What follows belongs to an exercise in optimizing a design on an open flow for small area; a production flow would make more cautious choices. Function was checked by simulation only, so behaviour that the tests miss may differ from the original.

==> inputs of run M <==
==> flow/design.v (excerpt) <==
module usb_msc_bot #(
    parameter [31:0] T_DATA_MS = 32'd250,   
    parameter [31:0] T_CSW_MS  = 32'd100    
) (
    input  wire        clk,
    input  wire        rst,            
    input  wire [31:0] now_ms,         
    input  wire [31:0] flash_blocks,   
    input  wire        out_valid,
    input  wire [7:0]  out_data,
    output wire        out_ready,
    output reg         in_valid,
    output reg  [7:0]  in_data,
    output reg         in_csw,
    input  wire        in_ready,
    output wire        fl_cmd_valid,
    output wire        fl_cmd_write,
    output wire [31:0] fl_cmd_addr,
    output wire [24:0] fl_cmd_len,
    input  wire        fl_sts_valid,
    input  wire        fl_sts_ok,
    output wire        fl_abort,
    input  wire        fl_rd_valid,
    input  wire [7:0]  fl_rd_data,
    output wire        fl_rd_ready,
    output wire        fl_wr_valid,
    output wire [7:0]  fl_wr_data,
    input  wire        fl_wr_ready
);
Settings: LEC_CHECK=0, CAP_MARGIN=0, CORE_MARGIN=2, CORE_UTILIZATION=40, PLACE_DENSITY=0.6, SLEW_MARGIN=0; clock period 10.0 ns.
standard.sh (not shown) runs the stock make flow with config.mk's settings and CLKGATE_MAP_FILE= SYNTH_SCRIPT=/design/flow/synth_recipe.tcl, a recipe that flattens the netlist after the stock synthesis.
==> flow/flow/run.sh <==
#!/bin/bash
# Own layout flow: the standard ORFS flow (standard.sh), with three changes.
#  - Synthesis is ORFS's synthesis exactly as synth_recipe.tcl runs it, except
#    that full/half adders are not extracted into adder cells (ADDER_MAP_FILE
#    empty) and ABC maps all the logic with an area-oriented script
#    (flow/area.abc, ABC's area mapper amap) instead of ORFS's speed script.
#    Registers are mapped before ABC runs and neither change touches them, so
#    they are the standard synthesis's registers, names and cell types.
#  - The port buffers are made with the smallest buffer cell (buf_1).
#  - The clock tree is built from clkbuf_4/clkbuf_8 without dummy loads.
# Floorplan, tap cells, power grid, placement, CTS and routing are ORFS's.
set -euo pipefail
cd "$(dirname "$0")/.."
W=$PWD
mkdir -p "$W/own"
# ORFS synth.tcl, with the ABC script swapped right after the preamble sets it
sed -e "s#^source \$::env(SCRIPTS_DIR)/synth_preamble.tcl\$#&\nset abc_args [lreplace \$abc_args 1 1 $W/flow/area.abc]#" \
    "$FLOW_HOME/scripts/synth.tcl" > "$W/own/synth_area.tcl"
grep -q "flow/area.abc" "$W/own/synth_area.tcl"
sed -e "s#^source \$::env(SCRIPTS_DIR)/synth.tcl\$#source $W/own/synth_area.tcl#" \
    "$W/synth_recipe.tcl" > "$W/own/synth_recipe_area.tcl"
grep -q "own/synth_area.tcl" "$W/own/synth_recipe_area.tcl"
sed -e "s#SYNTH_SCRIPT=[^ ]*#SYNTH_SCRIPT=$W/own/synth_recipe_area.tcl#" \
    "$W/standard.sh" > "$W/own/standard_area.sh"
grep -q "own/synth_recipe_area.tcl" "$W/own/standard_area.sh"
export ADDER_MAP_FILE=
export BUFFER_PORTS_ARGS="-buffer_cell sky130_fd_sc_hd__buf_1"
export CTS_ARGS="-sink_clustering_enable -repair_clock_nets -dont_use_dummy_load -sink_clustering_size 12 -buf_list {sky130_fd_sc_hd__clkbuf_4 sky130_fd_sc_hd__clkbuf_8}"
bash "$W/own/standard_area.sh" > "$W/standard_flow.log" 2>&1
==> flow/flow/area.abc <==
strash; dch -f; amap; strash; dch -f; amap; strash; dch -f; amap; topo
==> inputs of run Z, as changes to run M <==
--- a/flow/design.v
+++ b/flow/design.v
@@ -27,18 +27,18 @@
     output wire [7:0]  fl_wr_data,
     input  wire        fl_wr_ready
 );
     genvar gi;
     localparam [2:0] S_CBW   = 3'd0,    
                      S_DISP  = 3'd1,    
                      S_RWAIT = 3'd3,    
                      S_DIN   = 3'd2,    
-                     S_WDATA = 3'd5,    
-                     S_WSTS  = 3'd4,    
+                     S_WDATA = 3'd4,    
+                     S_WSTS  = 3'd5,    
                      S_CPRE  = 3'd7,    
                      S_CSW   = 3'd6;    
     localparam [2:0] K_NODATA = 3'b000,
                      K_RD     = 3'b010,
                      K_WR     = 3'b011,
                      K_RS     = 3'b100,
                      K_INQ    = 3'b101,
                      K_MS     = 3'b110,
@@ -137,20 +137,19 @@
     always @(*) begin
         case (k)
             2'd0:    fix_n = 6'd18;
             2'd1:    fix_n = 6'd36;
             2'd2:    fix_n = 6'd4;
             default: fix_n = 6'd8;
         endcase
     end
-    wire rw_last  = (&cnt_inc[24:9]) && !(|cnt_inc[8:0]);
-    wire din_last = k_fix ? ((cnt_inc[5:0] == fix_n) ||
-                             (dtl_small && cnt_inc[5:0] == dtl[5:0]))
-                          : rw_last;
+    wire rw_last  = (cnt_inc == {blocks, 9'd0});
+    wire [5:0] fix_x = (dtl_small && dtl[5:0] < fix_n) ? dtl[5:0] : fix_n;
+    wire din_last = k_fix ? (cnt_inc[5:0] == fix_x) : rw_last;
     wire       x_rw  = k_wr || (k_rd && !status);
     wire       x_fix = k_fix && !status;
     reg [7:0] x_b;
     always @(*) begin
         case (ci[1:0])
             2'd0: x_b = x_fix ? {2'b00, fix_n} : 8'h00;
             2'd1: x_b = x_rw ? {blocks[6:0], 1'b0} : 8'h00;
             2'd2: x_b = x_rw ? blocks[14:7] : 8'h00;
@@ -186,17 +185,17 @@
         in_csw   = st_csw;
         in_valid = st_csw || (st_din && (k_fix || fl_rd_valid));
         in_data  = st_csw ? csw_b : din_b;
     end
     wire in_fire = in_valid && in_ready;
     wire cbw_fire  = st_cbw && out_fire;
     wire lb_shift  = cbw_fire && ((cnt[4:0] >= 5'd17 && cnt[4:0] <= 5'd20) ||
                                   cnt[4:0] == 5'd22 || cnt[4:0] == 5'd23);
-    wire lb_take   = state[0];
+    wire lb_take   = (state == S_DISP || state == S_RWAIT || state == S_CPRE);
     wire lb_hold   = !lb_shift && !lb_take;
     assign cnt_en  = (st_csw || st_din) ? in_fire : out_fire;
     assign cnt_clr = (cbw_fire && cnt[4:0] == 5'd30) || (state == S_CPRE) ||
                      (st_csw && ((in_fire && ci == 4'd12) || expired));
     wire csw_shift = st_csw && in_fire && (ci[3] ^ ci[2]);
     always @(posedge clk) begin
         if ((cbw_fire && cnt[4:0] >= 5'd4 && cnt[4:0] <= 5'd11) || csw_shift)
             tdr <= {tdr[55:0], out_data};
@@ -216,18 +215,16 @@
     wire sig_bad = cbw_fire && (cnt[4:2] == 3'd0) &&
                    (out_data != ((cnt[1:0] == 2'd3) ? 8'h43 :
                                  (cnt[1:0] == 2'd2) ? 8'h42 :
                                  (cnt[1:0] == 2'd1) ? 8'h53 : 8'h55));
     wire sig_ok = !cnt[5];
     always @(posedge clk) begin
         if (rst || cnt_clr)
             cnt <= 25'd0;
-        else if (st_disp)
-            cnt <= {~blocks, cnt_inc[8:0]};
         else
             cnt <= {cnt_inc[24:6], cnt_inc[5] | sig_bad, cnt_inc[4:0]};
     end
     always @(posedge clk) begin
         if (rst) begin
             state <= S_CBW;
             sense <= L_NONE;
         end else begin
==> flow/flow/run.sh (replaced) <==
#!/bin/bash
# Own layout flow: the standard ORFS flow (standard.sh, unchanged synthesis,
# floorplan, tap cells, power grid, placement, CTS and routing), with
#  - the port buffers made with the smallest buffer cell (buf_1) instead of
#    the resizer's default pick, and
#  - the clock tree built from small clock buffers without dummy loads.
# Every port still gets its own buffer; the clock tree is balanced as usual.
set -euo pipefail
cd "$(dirname "$0")/.."
export BUFFER_PORTS_ARGS="-buffer_cell sky130_fd_sc_hd__buf_1"
export CTS_ARGS="-sink_clustering_enable -repair_clock_nets -dont_use_dummy_load -sink_clustering_size 12 -buf_list {sky130_fd_sc_hd__clkbuf_4 sky130_fd_sc_hd__clkbuf_8}"
bash standard.sh > standard_flow.log 2>&1
==> flow/config.mk (replaced) <==
export PLATFORM = sky130hd
export DESIGN_NAME = usb_msc_bot
export DESIGN_NICKNAME = usb_msc_bot
export VERILOG_FILES = /design/flow/design.v
export SDC_FILE = /design/flow/constraint.sdc
export NUM_CORES = 4
export LEC_CHECK = 0
export CAP_MARGIN = 20
export CORE_MARGIN = 2
export CORE_UTILIZATION = 40
export PLACE_DENSITY = 0.6
export SLEW_MARGIN = 20
removed: flow/flow/area.abc
==> inputs of run B, as changes to run M <==
--- a/flow/design.v
+++ b/flow/design.v
@@ -137,17 +137,17 @@
     always @(*) begin
         case (k)
             2'd0:    fix_n = 6'd18;
             2'd1:    fix_n = 6'd36;
             2'd2:    fix_n = 6'd4;
             default: fix_n = 6'd8;
         endcase
     end
-    wire rw_last  = (&cnt_inc[24:9]) && !(|cnt_inc[8:0]);
+    wire rw_last  = (cnt_inc == {blocks, 9'd0});
     wire din_last = k_fix ? ((cnt_inc[5:0] == fix_n) ||
                              (dtl_small && cnt_inc[5:0] == dtl[5:0]))
                           : rw_last;
     wire       x_rw  = k_wr || (k_rd && !status);
     wire       x_fix = k_fix && !status;
     reg [7:0] x_b;
     always @(*) begin
         case (ci[1:0])
@@ -216,18 +216,16 @@
     wire sig_bad = cbw_fire && (cnt[4:2] == 3'd0) &&
                    (out_data != ((cnt[1:0] == 2'd3) ? 8'h43 :
                                  (cnt[1:0] == 2'd2) ? 8'h42 :
                                  (cnt[1:0] == 2'd1) ? 8'h53 : 8'h55));
     wire sig_ok = !cnt[5];
     always @(posedge clk) begin
         if (rst || cnt_clr)
             cnt <= 25'd0;
-        else if (st_disp)
-            cnt <= {~blocks, cnt_inc[8:0]};
         else
             cnt <= {cnt_inc[24:6], cnt_inc[5] | sig_bad, cnt_inc[4:0]};
     end
     always @(posedge clk) begin
         if (rst) begin
             state <= S_CBW;
             sense <= L_NONE;
         end else begin
==> flow/flow/run.sh (replaced) <==
#!/bin/bash
# Own layout flow: the standard ORFS flow (standard.sh, unchanged synthesis,
# floorplan, tap cells, power grid, placement, CTS and routing), with
#  - the port buffers made with the smallest buffer cell (buf_1) instead of
#    the resizer's default pick, and
#  - the clock tree built from small clock buffers without dummy loads.
# Every port still gets its own buffer; the clock tree is balanced as usual.
set -euo pipefail
cd "$(dirname "$0")/.."
export BUFFER_PORTS_ARGS="-buffer_cell sky130_fd_sc_hd__buf_1"
export CTS_ARGS="-sink_clustering_enable -repair_clock_nets -dont_use_dummy_load -sink_clustering_size 12 -buf_list {sky130_fd_sc_hd__clkbuf_4 sky130_fd_sc_hd__clkbuf_8}"
bash standard.sh > standard_flow.log 2>&1
==> flow/config.mk (replaced) <==
export PLATFORM = sky130hd
export DESIGN_NAME = usb_msc_bot
export DESIGN_NICKNAME = usb_msc_bot
export VERILOG_FILES = /design/flow/design.v
export SDC_FILE = /design/flow/constraint.sdc
export NUM_CORES = 4
export LEC_CHECK = 0
export CAP_MARGIN = 20
export CORE_MARGIN = 2
export CORE_UTILIZATION = 40
export PLACE_DENSITY = 0.6
export SLEW_MARGIN = 20
removed: flow/flow/area.abc
==> impl_metrics.env <==
export IMPL_yosysMostFrequentCell="nor2_1"
export IMPL_avgSynthCellArea_um2=8.73
export IMPL_globalRouteMet3Util_pct=4.53
export IMPL_status="timing/DRC/antenna clean"
export IMPL_fin_util_pct=46.4
export IMPL_worst_clock_skew_ns=0.0309
export IMPL_synth_top_family_by_area="compound AO/OA/AOI/OAI gates"
export IMPL_synthSimpleGateAreaFrac_pct=17.9
export IMPL_multi_input_comb_area_um2=3470
Source of the figures above: run M

==> impl_metrics.env <==
export IMPL_synth_top_family_by_area="simple AND/OR/NAND/NOR gates"
export IMPL_intPower_mw=1.01
export IMPL_synthSimpleGateAreaFrac_pct=15.6
export IMPL_multi_input_comb_area_um2=4610
export IMPL_yosysMostFrequentCell="edfxtp_1"
export IMPL_hp_start="tdr[32]"
export IMPL_status="timing/DRC/antenna clean"
export IMPL_fin_util_pct=44.6
export IMPL_worst_clock_skew_ns=0.0282
export IMPL_setup_viol=0
export IMPL_peakVddDrop_uv=102
Source of the figures above: run Z

==> impl_metrics.env <==
export IMPL_status="timing/DRC/antenna clean"
export IMPL_globalRouteMet3Util_pct=4.45
export IMPL_powerSeq_uw=814
export IMPL_rows=54
export IMPL_buffer_area_share_pct=6.64
export IMPL_synthSimpleGateAreaFrac_pct=15.3
export IMPL_cp_startpoint="kind[0]"
export IMPL_multi_input_comb_area_um2=4380
export IMPL_fin_util_pct=44.8
export IMPL_worst_clock_skew_ns=0.0462
Source of the figures above: run B

static timing again, ports no longer ideal:
The flow's constraints put no driver on any port. The routed layouts listed below were extracted and timed again, unchanged, in two steps. Step 1: set_driving_cell puts a clkbuf_16 on clk and a buf_2 on each other input, an assumption about the parent block. Step 2, shift: input delay + t, output delay - t, t = (earliest + latest rising clock arrival at the registers) / 2. This alone moves slack from input paths to output paths. Slacks: ideal / step 1 / step 2; pairs: ideal / step 1.
run | t (ns) | slack for setup (ns) | hold WS [ns] | worst data-port slew with drivers (ns)
run M | 0.482 | 2.176 / 2.191 / 1.709 | 0.391 / 0.391 / 0.391 | 0.04
run Z | 0.475 | 1.458 / 1.417 / 1.481 | 0.409 / 0.409 / 0.409 | 0.06
run B | 0.478 | 1.469 / 1.425 / 1.298 | 0.411 / 0.411 / 0.411 | 0.08
After both steps setup and hold are still met in every run listed. For run M, which loses most, drivers alone change the setup slack by +0.015 ns; drivers and shift together by -0.467 ns.
